What follows belongs to an exercise in optimizing a design on an open flow for a short achievable clock period and few clock cycles; a production flow would make more cautious choices.
In this exercise RTL edits were held to simulation tests only and were not proved equivalent to the original.
Power is estimated from default activity; no workload was simulated.

[config.mk]
export PLATFORM = sky130hd
export DESIGN_NAME = wbt_lz_decoder
export DESIGN_NICKNAME = wbt_lz_decoder
export VERILOG_FILES = /design/flow/design.v
export SDC_FILE = /design/flow/constraint.sdc
export NUM_CORES = 4
export LEC_CHECK = 0
export ABC_CLOCK_PERIOD_IN_PS = 2500
export CAP_MARGIN = 20
export CORE_MARGIN = 2
export CORE_UTILIZATION = 40
export SETUP_SLACK_MARGIN = 3.5
export SLEW_MARGIN = 20
[constraint.sdc]
create_clock -name core_clock -period 6.0 [get_ports {clk}]
set_input_delay 1.2000 -clock core_clock [delete_from_list [all_inputs] [get_ports {clk}]]
set_output_delay 1.2000 -clock core_clock [all_outputs]
set_load 0.01 [all_outputs]
[design.v]
module wbt_lz_decoder (
    input  wire        clk,
    input  wire        rst,
    input  wire        start,
    input  wire        clear,
    /*verilator lint_off UNUSEDSIGNAL*/
    input  wire [3:0]  cfg_format,    
    /*verilator lint_on UNUSEDSIGNAL*/
    input  wire        cfg_image,
    input  wire [15:0] cfg_base_len,
    input  wire [15:0] cfg_stride,
    input  wire [15:0] cfg_in_len,
    input  wire [15:0] cfg_out_len,
    output reg         in_rd_en,
    output reg  [15:0] in_addr,
    input  wire [7:0]  in_rdata,
    output reg         out_we,
    output reg  [15:0] out_waddr,
    output reg  [7:0]  out_wdata,
    output reg         out_rd_en,
    output reg  [15:0] out_raddr,
    input  wire [7:0]  out_rdata,
    output wire [1:0]  state,
    output wire [1:0]  err_kind,
    output wire [3:0]  err_cause,
    output wire [16:0] in_pos,
    output wire [15:0] out_pos,
    output wire [7:0]  bit_buf,
    output wire [3:0]  bit_cnt
);
    localparam [1:0] ST_IDLE = 2'd0, ST_BUSY = 2'd1, ST_DONE = 2'd2, ST_ERROR = 2'd3;
    localparam [1:0] K_TRUNC = 2'd1, K_CORRUPT = 2'd2;
    localparam [3:0] C_PREFIX      = 4'd1,
                     C_REFILL      = 4'd4,
                     C_RAW         = 4'd5,
                     C_BAD_PARAM   = 4'd8,
                     C_OFF_ZERO    = 4'd10,
                     C_OFF_BEFORE  = 4'd11,
                     C_LEN_OVERRUN = 4'd12,
                     C_GAMMA_OVF   = 4'd13;
    localparam [3:0] S_INIT = 4'd0,
                     S_PRE  = 4'd1,
                     S_TOK  = 4'd2,
                     S_K    = 4'd3,
                     S_SEL  = 4'd4,
                     S_F    = 4'd5,
                     S_HI   = 4'd6,
                     S_E    = 4'd7,
                     S_GZ   = 4'd8,
                     S_GV   = 4'd9,
                     S_CHK  = 4'd10,
                     S_END  = 4'd11;
    reg [1:0]  st;
    reg [1:0]  ekind;
    reg [3:0]  ecause;
    reg [16:0] ip;
    reg [15:0] pcur;
    reg [7:0]  bbuf;
    reg [3:0]  bcnt;
    assign state     = st;
    assign err_kind  = ekind;
    assign err_cause = ecause;
    assign in_pos    = ip;
    assign out_pos   = pcur;
    assign bit_buf   = bbuf;
    assign bit_cnt   = bcnt;
    wire busy = (st == ST_BUSY);
    reg        one_byte;
    reg        use_ctx;
    reg [15:0] blen;
    reg [15:0] stride;
    reg [15:0] ulen;
    reg [1:0]  ctx_base;        
    reg [15:0] plen;            
    reg [16:0] alignp;          
    wire [18:0] b19 = {3'b0, blen};
    wire [18:0] s19 = {3'b0, stride};
    reg  [18:0] b3_r, b5_r, b7_r, smb_r, spb_r, sp2b_r;
    reg  [18:0] oct0, oct1, oct2, oct3, oct4, oct5, oct6, oct7;
    always @(posedge clk) begin
        b3_r   <= b19 + (b19 << 1);
        b5_r   <= b19 + (b19 << 2);
        b7_r   <= (b19 << 3) - b19;
        smb_r  <= s19 - b19;
        spb_r  <= s19 + b19;
        sp2b_r <= s19 + (b19 << 1);
        oct0 <= b19;
        oct1 <= b19 << 1;
        oct2 <= b3_r;
        if (b5_r < s19) begin
            oct3 <= smb_r;
            oct4 <= s19;
            oct5 <= spb_r;
            oct6 <= sp2b_r;
            oct7 <= s19 << 1;
        end else begin
            oct3 <= b19 << 2;
            oct4 <= b5_r;
            oct5 <= b3_r << 1;
            oct6 <= b7_r;
            oct7 <= b19 << 3;
        end
    end
    reg [7:0]  f0, f1, f2, f3;
    reg [2:0]  fcnt;
    reg        rd_pend;         
    reg [15:0] fptr;
    reg signed [17:0] left;     
    wire have_f0 = (fcnt != 3'd0);
    wire have_f1 = (fcnt[2] | fcnt[1]);
    wire leg0 = !left[17] && (left[16:0] != 17'd0);
    wire leg1 = !left[17] && (left[16:1] != 16'd0);
    localparam QW = 43;
    reg [QW-1:0] qm [0:7];
    reg [2:0]  qwp, qrp;
    reg [3:0]  qcnt;
    wire q_full  = qcnt[3];
    wire q_empty = (qcnt == 4'd0);
    reg [3:0]  ps;
    reg [15:0] pre_rem;
    reg [15:0] rem;             
    reg [2:0]  sel;
    reg [1:0]  sel_n;
    reg [18:0] offset;
    reg [1:0]  base;
    reg [7:0]  lo;
    reg [4:0]  gz;
    reg        gbig;
    reg [4:0]  gi;
    reg [15:0] gval;
    reg [16:0] len;
    reg        pdone;
    wire       need_refill = (bcnt == 4'd0);
    wire [7:0] eb          = need_refill ? f0 : bbuf;
    wire       bitv        = eb[7];
    wire [7:0] nbuf        = {eb[6:0], 1'b0};
    wire [3:0] ncnt        = need_refill ? 4'd7 : (bcnt - 4'd1);
    wire       bit_present = !need_refill || have_f0;
    wire       bit_legal   = !need_refill || leg0;
    wire [7:0] rb          = need_refill ? f1 : f0;
    wire       rb_present  = need_refill ? have_f1 : have_f0;
    wire       rb_legal    = need_refill ? leg1 : leg0;
    reg        take_bit;        
    reg        take_raw;        
    reg        take_hi;         
    reg        err;
    reg [1:0]  ek;
    reg [3:0]  ec;
    reg        push;
    reg        push_lit;
    reg [7:0]  push_byte;
    reg [3:0]  ps_n;
    reg        do_align;
    wire       rem_zero = (rem == 16'd0);
    wire       big_or_over = gbig || (len > {1'b0, rem});
    always @(*) begin
        take_bit  = 1'b0;
        take_raw  = 1'b0;
        take_hi   = 1'b0;
        err       = 1'b0;
        ek        = K_TRUNC;
        ec        = C_REFILL;
        push      = 1'b0;
        push_lit  = 1'b0;
        push_byte = rb;
        ps_n      = ps;
        do_align  = 1'b0;
        case (ps)
            S_PRE: begin
                if (pre_rem != 16'd0) begin
                    if (!leg0) begin
                        err = 1'b1; ek = K_TRUNC; ec = C_PREFIX;
                    end else if (have_f0 && !q_full) begin
                        take_hi   = 1'b1;
                        push      = 1'b1;
                        push_lit  = 1'b1;
                        push_byte = f0;
                    end
                end else if (rem_zero) begin
                    ps_n = S_END;
                end else begin
                    do_align = 1'b1;
                    ps_n = S_TOK;
                end
            end
            S_TOK: begin
                if (rem_zero) begin
                    ps_n = S_END;
                end else if (!bit_legal) begin
                    err = 1'b1; ek = K_TRUNC; ec = C_REFILL;
                end else if (bit_present) begin
                    if (bitv) begin
                        if (!rb_legal) begin
                            take_bit = 1'b1;
                            err = 1'b1; ek = K_TRUNC; ec = C_RAW;
                        end else if (rb_present && !q_full) begin
                            take_bit = 1'b1;
                            take_raw = 1'b1;
                            push     = 1'b1;
                            push_lit = 1'b1;
                        end
                    end else if (use_ctx) begin
                        take_bit = 1'b1;
                        ps_n = S_K;
                    end else if (one_byte) begin
                        if (!rb_legal) begin
                            take_bit = 1'b1;
                            err = 1'b1; ek = K_TRUNC; ec = C_RAW;
                        end else if (rb_present) begin
                            take_bit = 1'b1;
                            take_raw = 1'b1;
                            ps_n = S_E;
                        end
                    end else begin
                        take_bit = 1'b1;
                        ps_n = S_F;
                    end
                end
            end
            S_K: begin
                if (!bit_legal) begin
                    err = 1'b1; ek = K_TRUNC; ec = C_REFILL;
                end else if (bit_present) begin
                    if (bitv) begin
                        take_bit = 1'b1;
                        ps_n = S_SEL;
                    end else if (one_byte) begin
                        if (!rb_legal) begin
                            take_bit = 1'b1;
                            err = 1'b1; ek = K_TRUNC; ec = C_RAW;
                        end else if (rb_present) begin
                            take_bit = 1'b1;
                            take_raw = 1'b1;
                            ps_n = S_E;
                        end
                    end else begin
                        take_bit = 1'b1;
                        ps_n = S_F;
                    end
                end
            end
            S_SEL: begin
                if (!bit_legal) begin
                    err = 1'b1; ek = K_TRUNC; ec = C_REFILL;
                end else if (bit_present) begin
                    take_bit = 1'b1;
                    if (sel_n == 2'd2) ps_n = S_E;
                end
            end
            S_F: begin
                if (!bit_legal) begin
                    err = 1'b1; ek = K_TRUNC; ec = C_REFILL;
                end else if (bit_present) begin
                    if (!rb_legal) begin
                        take_bit = 1'b1;
                        err = 1'b1; ek = K_TRUNC; ec = C_RAW;
                    end else if (rb_present) begin
                        take_bit = 1'b1;
                        take_raw = 1'b1;
                        ps_n = bitv ? S_E : S_HI;
                    end
                end
            end
            S_HI: begin
                if (!leg0) begin
                    err = 1'b1; ek = K_TRUNC; ec = C_RAW;
                end else if (have_f0) begin
                    take_hi = 1'b1;
                    ps_n = S_E;
                end
            end
            S_E: begin
                if (!bit_legal) begin
                    err = 1'b1; ek = K_TRUNC; ec = C_REFILL;
                end else if (bit_present) begin
                    take_bit = 1'b1;
                    ps_n = bitv ? S_CHK : S_GZ;
                end
            end
            S_GZ: begin
                if (!bit_legal) begin
                    err = 1'b1; ek = K_TRUNC; ec = C_REFILL;
                end else if (bit_present) begin
                    take_bit = 1'b1;
                    if (bitv) begin
                        ps_n = (gz == 5'd0) ? S_CHK : S_GV;
                    end else if (gz == 5'd31) begin
                        err = 1'b1; ek = K_CORRUPT; ec = C_GAMMA_OVF;
                    end
                end
            end
            S_GV: begin
                if (!bit_legal) begin
                    err = 1'b1; ek = K_TRUNC; ec = C_REFILL;
                end else if (bit_present) begin
                    take_bit = 1'b1;
                    if (gi == 5'd1) ps_n = S_CHK;
                end
            end
            S_CHK: begin
                if (offset == 19'd0) begin
                    err = 1'b1; ek = K_CORRUPT; ec = C_OFF_ZERO;
                end else if (offset > {3'd0, pcur}) begin
                    err = 1'b1; ek = K_CORRUPT; ec = C_OFF_BEFORE;
                end else if (big_or_over) begin
                    err = 1'b1; ek = K_CORRUPT; ec = C_LEN_OVERRUN;
                end else if (!q_full) begin
                    push = 1'b1;
                    ps_n = S_TOK;
                end
            end
            default: ;
        endcase
    end
    wire       pop_refill = take_bit && need_refill;
    wire [1:0] pop = {1'b0, pop_refill} + {1'b0, take_raw | take_hi};
    wire [1:0] skip = (~plen[1:0] + 2'd1);
    wire [15:0] src_c = pcur - offset[15:0];
    wire [QW-1:0] q_in = push_lit ? {1'b1, push_byte, 16'd0, 16'd1, 2'b00}
                                  : {1'b0, 8'd0, src_c, len[15:0],
                                     offset == 19'd1, offset == 19'd2};
    wire [15:0] padd = push_lit ? 16'd1 : len[15:0];
    reg        e_valid, e_lit, e_fwd1, e_fwd2;
    reg [7:0]  e_byte;
    reg [15:0] e_src, e_len, e_dst;
    reg        s1_valid, s1_lit, s1_fwd1, s1_fwd2;
    reg [7:0]  s1_byte;
    reg [15:0] s1_dst;
    reg        s2_valid, s2_lit, s2_fwd1, s2_fwd2;
    reg [7:0]  s2_byte;
    reg [15:0] s2_dst;
    reg [7:0]  hist2;
    wire          e_last = (e_len == 16'd1);
    wire          e_load = !e_valid || e_last;
    wire          q_pop  = e_load && !q_empty;
    wire [QW-1:0] q_head = qm[qrp];
    wire pipe_empty = q_empty && !e_valid && !s1_valid && !s2_valid;
    wire bad_param = (cfg_image && cfg_base_len == 16'd0) || cfg_format[1];
    wire pgt1 = (blen[15:1] != 15'd0) && (ulen[15:1] != 15'd0);
    reg [7:0] g0, g1, g2, g3;
    reg [2:0] fc_after;
    always @(*) begin
        case (pop)
            2'd0: begin g0 = f0; g1 = f1; g2 = f2; g3 = f3; end
            2'd1: begin g0 = f1; g1 = f2; g2 = f3; g3 = f3; end
            default: begin g0 = f2; g1 = f3; g2 = f3; g3 = f3; end
        endcase
        fc_after = fcnt - {1'b0, pop};
        if (rd_pend) begin
            case (fc_after[1:0])
                2'd0: g0 = in_rdata;
                2'd1: g1 = in_rdata;
                2'd2: g2 = in_rdata;
                default: g3 = in_rdata;
            endcase
        end
    end
    wire pf_issue = busy && (ps != S_INIT) && (ps != S_END) &&
                    ({1'b0, fcnt} + {3'd0, rd_pend} + {3'd0, in_rd_en} <= 4'd3);
    wire [15:0] pf_addr = (fptr == plen) ? alignp[15:0] : fptr;
    always @(posedge clk) begin
        in_rd_en  <= 1'b0;
        out_rd_en <= 1'b0;
        out_we    <= 1'b0;
        rd_pend   <= in_rd_en;
        if (rst) begin
            st       <= ST_IDLE;
            ekind    <= 2'd0;
            ecause   <= 4'd0;
            ip       <= 17'd0;
            pcur     <= 16'd0;
            bbuf     <= 8'd0;
            bcnt     <= 4'd0;
            ps       <= S_END;
            pdone    <= 1'b0;
            fcnt     <= 3'd0;
            rd_pend  <= 1'b0;
            qcnt     <= 4'd0;
            qwp      <= 3'd0;
            qrp      <= 3'd0;
            e_valid  <= 1'b0;
            s1_valid <= 1'b0;
            s2_valid <= 1'b0;
        end else if (start && !busy) begin
            one_byte <= cfg_format[3];
            use_ctx  <= cfg_format[0] & cfg_image;
            blen     <= cfg_image ? cfg_base_len : 16'd1;
            ctx_base <= (cfg_base_len != 16'd1) ? 2'd1 : 2'd2;
            stride   <= cfg_stride;
            ulen     <= cfg_out_len;
            rem      <= cfg_out_len;
            left     <= {2'b00, cfg_in_len};
            ip       <= 17'd0;
            pcur     <= 16'd0;
            bbuf     <= 8'd0;
            bcnt     <= 4'd0;
            fcnt     <= 3'd0;
            rd_pend  <= 1'b0;
            qcnt     <= 4'd0;
            qwp      <= 3'd0;
            qrp      <= 3'd0;
            e_valid  <= 1'b0;
            s1_valid <= 1'b0;
            s2_valid <= 1'b0;
            e_dst    <= 16'd0;
            pdone    <= 1'b0;
            if (bad_param) begin
                st     <= ST_ERROR;
                ekind  <= K_CORRUPT;
                ecause <= C_BAD_PARAM;
                ps     <= S_END;
            end else begin
                st       <= ST_BUSY;
                ekind    <= 2'd0;
                ecause   <= 4'd0;
                ps       <= S_INIT;
                in_rd_en <= 1'b1;
                in_addr  <= 16'd0;
            end
        end else if (clear && !busy) begin
            if (st == ST_DONE || st == ST_ERROR) begin
                st     <= ST_IDLE;
                ekind  <= 2'd0;
                ecause <= 4'd0;
            end
        end else if (busy) begin
            if (ps == S_INIT) begin
                plen     <= (blen < ulen) ? blen : ulen;
                pre_rem  <= (blen < ulen) ? blen : ulen;
                alignp   <= (blen < ulen) ? (({1'b0, blen} + 17'd3) & ~17'd3)
                                          : (({1'b0, ulen} + 17'd3) & ~17'd3);
                in_rd_en <= 1'b1;
                in_addr  <= pgt1 ? 16'd1 : 16'd4;
                fptr     <= pgt1 ? 16'd2 : 16'd5;
                ps       <= S_PRE;
            end else if (pf_issue) begin
                in_rd_en <= 1'b1;
                in_addr  <= pf_addr;
                fptr     <= pf_addr + 16'd1;
            end
            f0 <= g0; f1 <= g1; f2 <= g2; f3 <= g3;
            fcnt <= fc_after + {2'b00, rd_pend};
            if (ps != S_INIT) ps <= ps_n;
            if (take_bit) begin
                bbuf <= nbuf;
                bcnt <= ncnt;
            end
            if (do_align) begin
                ip   <= alignp;
                left <= left - {16'd0, skip};
            end else begin
                ip   <= ip + {15'd0, pop};
                left <= left - {16'd0, pop};
            end
            if (push) begin
                pcur <= pcur + padd;
                rem  <= rem - padd;
            end
            if (ps == S_PRE && take_hi) pre_rem <= pre_rem - 16'd1;
            if (ps_n == S_END && ps != S_END && !err) pdone <= 1'b1;
            if (take_bit) begin
                case (ps)
                    S_K:   begin sel_n <= 2'd0; end
                    S_SEL: begin
                        sel   <= {sel[1:0], bitv};
                        sel_n <= sel_n + 2'd1;
                        if (sel_n == 2'd2) begin
                            base <= ctx_base;
                            case ({sel[1:0], bitv})
                                3'd0: offset <= oct0;
                                3'd1: offset <= oct1;
                                3'd2: offset <= oct2;
                                3'd3: offset <= oct3;
                                3'd4: offset <= oct4;
                                3'd5: offset <= oct5;
                                3'd6: offset <= oct6;
                                default: offset <= oct7;
                            endcase
                        end
                    end
                    S_E: begin
                        gz   <= 5'd0;
                        gbig <= 1'b0;
                        len  <= {15'd0, base};
                    end
                    S_GZ: begin
                        if (bitv) begin
                            gi   <= gz;
                            gval <= 16'd1;
                            gbig <= gz[4];
                        end else begin
                            gz <= gz + 5'd1;
                        end
                    end
                    S_GV: begin
                        gval <= {gval[14:0], bitv};
                        gi   <= gi - 5'd1;
                        len  <= {1'b0, gval[14:0], bitv} + {15'd0, base} - 17'd1;
                    end
                    default: ;
                endcase
            end
            if (take_raw) begin
                case (ps)
                    S_F: begin
                        lo     <= rb;
                        offset <= {11'd0, rb};
                        base   <= bitv ? 2'd2 : 2'd3;
                    end
                    default: begin   
                        offset <= {11'd0, rb};
                        base   <= 2'd2;
                    end
                endcase
            end
            if (take_hi && ps == S_HI) offset <= {3'd0, f0, lo};
            if (push) begin
                qm[qwp] <= q_in;
                qwp <= qwp + 3'd1;
            end
            if (q_pop) qrp <= qrp + 3'd1;
            qcnt <= qcnt + {3'd0, push} - {3'd0, q_pop};
            s2_valid  <= s1_valid;
            s2_lit    <= s1_lit;
            s2_byte   <= s1_byte;
            s2_fwd1   <= s1_fwd1;
            s2_fwd2   <= s1_fwd2;
            s2_dst    <= s1_dst;
            s1_valid  <= e_valid;
            s1_lit    <= e_lit;
            s1_byte   <= e_byte;
            s1_fwd1   <= e_fwd1;
            s1_fwd2   <= e_fwd2;
            s1_dst    <= e_dst;
            out_rd_en <= e_valid && !e_lit;
            out_raddr <= e_src;
            if (e_valid) e_dst <= e_dst + 16'd1;
            if (e_load) begin
                e_valid <= !q_empty;
                {e_lit, e_byte, e_src, e_len, e_fwd1, e_fwd2} <= q_head;
            end else begin
                e_len <= e_len - 16'd1;
                e_src <= e_src + 16'd1;
            end
            if (err) begin
                st       <= ST_ERROR;
                ekind    <= ek;
                ecause   <= ec;
                ps       <= S_END;
                in_rd_en <= 1'b0;
                out_rd_en <= 1'b0;
                s1_valid <= 1'b0;
                s2_valid <= 1'b0;
                e_valid  <= 1'b0;
                qcnt     <= 4'd0;
            end else if (pdone && pipe_empty) begin
                st <= ST_DONE;
            end
        end
        if (!rst && s2_valid && busy && !err) begin
            out_we    <= 1'b1;
            out_waddr <= s2_dst;
            out_wdata <= s2_lit  ? s2_byte :
                         s2_fwd1 ? out_wdata :
                         s2_fwd2 ? hist2 : out_rdata;
            hist2     <= out_wdata;
        end
    end
endmodule
[run.sh]
#!/bin/bash
# synth_recipe.tcl (not shown) runs the flow's synth.tcl, then flattens the netlist and writes it again
# the make line also repeats each setting of config.mk as NAME=value (left out here)
make -C /OpenROAD-flow-scripts/flow DESIGN_CONFIG=/design/flow/config.mk WORK_HOME=/design/flow/orfs CLKGATE_MAP_FILE= SYNTH_SCRIPT=/design/flow/synth_recipe.tcl finish
==> results.txt <==
[cells by family after synthesis]
family,count (synthesis),synth area share (%)
buffers and inverters,416,3.12
adders and majority gates,267,6.68
AOI/OAI and AO/OA,752,9.03
muxes,293,8.43
and+or+nand+nor,1237,11.3
DFF,1087,57.4
xor gates and xnor gates,236,4.02
other,1,0.00729
[power by group through the flow]
stage,sequential (mW),clock (mW),combinational [mW]
finish,8.64,7.27,2.46
global route,8.66,7.66,2.61
CTS,8.61,7.37,2.11
detailed placement,8.79,0,1.48
global placement,8.78,0,1.46
floorplan,8.70,0,1.00
[repair_timing]
item / in CTS / in global routing
resized for setup: 1674 / 503
pin swaps: 327 / 301
setup buffers: 454 / 203
gates cloned: 75 / 15
setup endpoints to repair: 1605 / 1364
[per-stage QoR]
step	cell area, sq um	hold WS, ns	utilization [%]	power (mW)	setup WS (ns)
5_1_grt	73600	0.323	57.8	18.9	1.44
4_1_cts	69600	0.316	54.6	18.1	1.63
3_3_place_gp	56100	0.327	44.0	10.2	1.11
6_report	73600	0.320	57.8	18.4	1.57
2_1_floorplan	52200	0.324	-	9.71	1.52
3_5_place_dp	56100	0.334	44.0	10.3	1.12
[cell usage in the layout, fill, tap and decap left out, types with 54 or more instances in the layout]
cell type        count
xor2_1              73
ha_4                61
a21oi_2             88
edfxtp_1           778
dfxtp_1            252
mux2_4              69
clkdlybuf4s50_1     81
buf_12              79
a21oi_1            169
nand3_1             74
inv_1              188
mux4_2             103
buf_2               74
o21ai_0             72
buf_16              58
o21ai_2             54
nand2_1            272
mux2i_1             83
xnor2_1            144
buf_6              294
ha_1               182
buf_4              351
clkbuf_16          133
nor2_1             328
[critical path: cells and delay by family (launching register included)]
kind	cells	cell delay [ns]
compound gates	9	1.71
fa+ha+maj	3	0.69
buf+inv	4	0.45
flops	1	0.35
mux	1	0.21
simple gates	4	0.76
[final timing paths]
path | start | to | slack [ns]
max | bcnt[0]$_SDFFE_PP0P_ | rem[14]$_DFFE_PP_ | 1.57
min | b3_r[17]$_DFF_P_ | oct2[17]$_DFF_P_ | 0.32
max reg2reg | bcnt[0]$_SDFFE_PP0P_ | rem[14]$_DFFE_PP_ | 1.57
min reg2reg | b3_r[17]$_DFF_P_ | oct2[17]$_DFF_P_ | 0.32
[flip-flops by register name (all words and copies together) (netlist names), 18 cells and up, named ones only]
signal / count
oct5: 19
oct2: 18
qm: 344
b5_r: 18
left: 18
sp2b_r: 18
oct6: 19
oct7: 18
b7_r: 19
oct4: 19
oct3: 18
offset: 19
[per-layer routing]
metal  up-vias  wire length (um)
met3       438             12600
met1     19500             69800
li1      17700                 -
met5         -                28
met4         4              9280
met2      1531             79100
[synthesized netlist by cell type (all sizes together) (80+ instances only)]
cell and number:
nand3 100, dfxtp 309, ha 254, nor2 394
mux2 88, o21ai 183, edfxtp 778, mux2i 102
mux4 103, xnor2 162, nor3 80, inv 242
a21oi 275, nand2 344, clkbuf 132
[final cells by class]
cell class / instances / area, sq um
Clock buffer: 151 / 3250
Multi-Input combinational cell: 2801 / 25600
Timing Repair inverter: 2 / 12.5
Sequential cell: 1087 / 29700
Clock inverter: 65 / 609
Timing Repair Buffer: 995 / 11300
Inverter: 243 / 1040
Antenna cell: 1 / 2.50
Tap cell: 1662 / 2080
Fill cell: 9796 / 53900
==> impl_metrics.env <==
export IMPL_gp_congestion=0.898
export IMPL_worst_clock_skew_ns=0.0668
export IMPL_start_kind="register"
export IMPL_fmax_ghz=0.226
export IMPL_placement_rows=131
export IMPL_vias=39100
export IMPL_crit_slowest_cell="or3b_4"
export IMPL_num_nets_final=5602
export IMPL_worstSetupPathType="reg2reg"
export IMPL_drive_above_1_share_pct=39.8
export IMPL_rsz0062_at_grt="true"
export IMPL_cts_buffers_inserted=116
export IMPL_use_met2_pct=38.9
export IMPL_cts_tree="done"
export IMPL_slew_headroom_pct=26.4
export IMPL_io_pins=201
export IMPL_grt_pass1_vias=38000
export IMPL_synth_main_ff_cell="edfxtp_1"
export IMPL_setup_tns_ns=0
export IMPL_core_sq_um=128000
export IMPL_clockBufferDepth=3
export IMPL_swShare_pct=25.2
export IMPL_ant_nets=0
export IMPL_cap_violations=0
export IMPL_dp_hpwl_um=95900
export IMPL_worst_pin_slew_ns=1.10
export IMPL_synthArstFlopShare_pct=0
export IMPL_power_density_nw_per_um2=249
export IMPL_synth_area_leaders="edfxtp_1, dfxtp_1, ha_1, mux4_2, nor2_1"
export IMPL_h_tree_depth=3
export IMPL_comb_power_share_pct=13.4
export IMPL_report_final_slew_viol_count=0
export IMPL_antenna_found_initial=7
export IMPL_yosys_area_top_type="edfxtp_1"
export IMPL_postSynthCellCount=4289
export IMPL_crit_path_max_incr_delay_ns=0.48
export IMPL_drcViolationCount=0
export IMPL_syn_num_nets=4645
export IMPL_clk_insertion_delay_late_ns=0.77
export IMPL_rr_worst_depth=21
export IMPL_die_height_um=363
export IMPL_crit_chain="inv_4, ha_4, or3b_4, a211oi_4, buf_4, buf_6, a211o_4, o2bb2a_4, buf_12, nand2_8, ha_4, fa_2, nor2b_4, o21ai_2, a21oi_2, o21ai_2, a21oi_2, a41oi_2, a21oi_2, mux2i_1, nand3_1"
export IMPL_synth_top_cell_area_share_pct=45.4
export IMPL_hold_depth=0
export IMPL_first_pass_iters=6
export IMPL_min_period_ns=4.43
export IMPL_crit_path_end_kind="register"
export IMPL_cp_required_ns=6.51
export IMPL_p_int_mw=13.7
export IMPL_synth_seq_area_share_pct=57.4
export IMPL_ctsRootBufferMaster="clkbuf_16"
export IMPL_finalHoldViolCount=0
export IMPL_leakagePower_nw=27.8
export IMPL_worst_path_max_fanout=6
export IMPL_ys_types=86
export IMPL_status="no timing/DRC/antenna violations"
export IMPL_vdd_drop_max_v=0.000261
export IMPL_synth_edf_count=778
export IMPL_cts_sinks=1087
export IMPL_die_area_sq_um=132000
export IMPL_overflow=0
export IMPL_min_path_type="reg2reg"
export IMPL_die_x_um=363
export IMPL_clk_pin_slew_ns=0.07
export IMPL_finalNonFillerCells=7007
export IMPL_drtIter0Drc=3517
export IMPL_ys_seq_elements=1087
export IMPL_setup_viol=0
export IMPL_p_seq_share_pct=47.0
export IMPL_port_buffers=198
export IMPL_p_sw_mw=4.63
export IMPL_grt_util_all_layers_pct=24.3
export IMPL_top_usage_layer="met2"
export IMPL_drt_total_wl_um=171000
export IMPL_cts_hold_buf=0
export IMPL_syn_area_sq_um=51400
export IMPL_grt_pass1_wl_um=241000
export IMPL_path_common_cell="a21oi_2"
export IMPL_grt_max_degree=58
export IMPL_cp_arrival_ns=4.94
export IMPL_syn_to_final_growth_pct=43.2
export IMPL_start_util_pct=40.3
export IMPL_period_share_pct=73.8
export IMPL_grtUsageMet1_pct=32.2
export IMPL_grtUsageMet3_pct=4.67
export IMPL_yosysWarnings=1
export IMPL_clockPowerShare_pct=39.6
export IMPL_via_per_inst=5.58
export IMPL_placedCellCount=6043
export IMPL_avgRoutedWirePerCell_um=24.4
export IMPL_avgSynthCellArea_sq_um=12.0
Testbench counts, summed over its fixed seeds: cycles 118,249.

==> static timing again, ports no longer ideal <==
The flow's constraints put no driver on any port. The routed layout listed below was extracted and timed again, unchanged, in two steps.
Step 1 assumes that a clkbuf_16 drives the clock port and a buf_2 every other input.
Step 2, shift: input delay + t, output delay - t, t = (earliest + latest rising clock arrival at the registers) / 2. This alone moves slack from input paths to output paths.
Three values: no drivers, after step 1, after step 2; two values: the first two.
t, ns: 0.811
setup slack, ns: 1.570 / 1.570 / 1.570
hold WS [ns]: 0.320 / 0.320 / 0.320
worst slew at a driven data input, ns: 0.19
After both steps setup and hold are still met in this run. For this run, drivers alone change the setup slack by 0.000 ns; drivers and shift together by 0.000 ns.
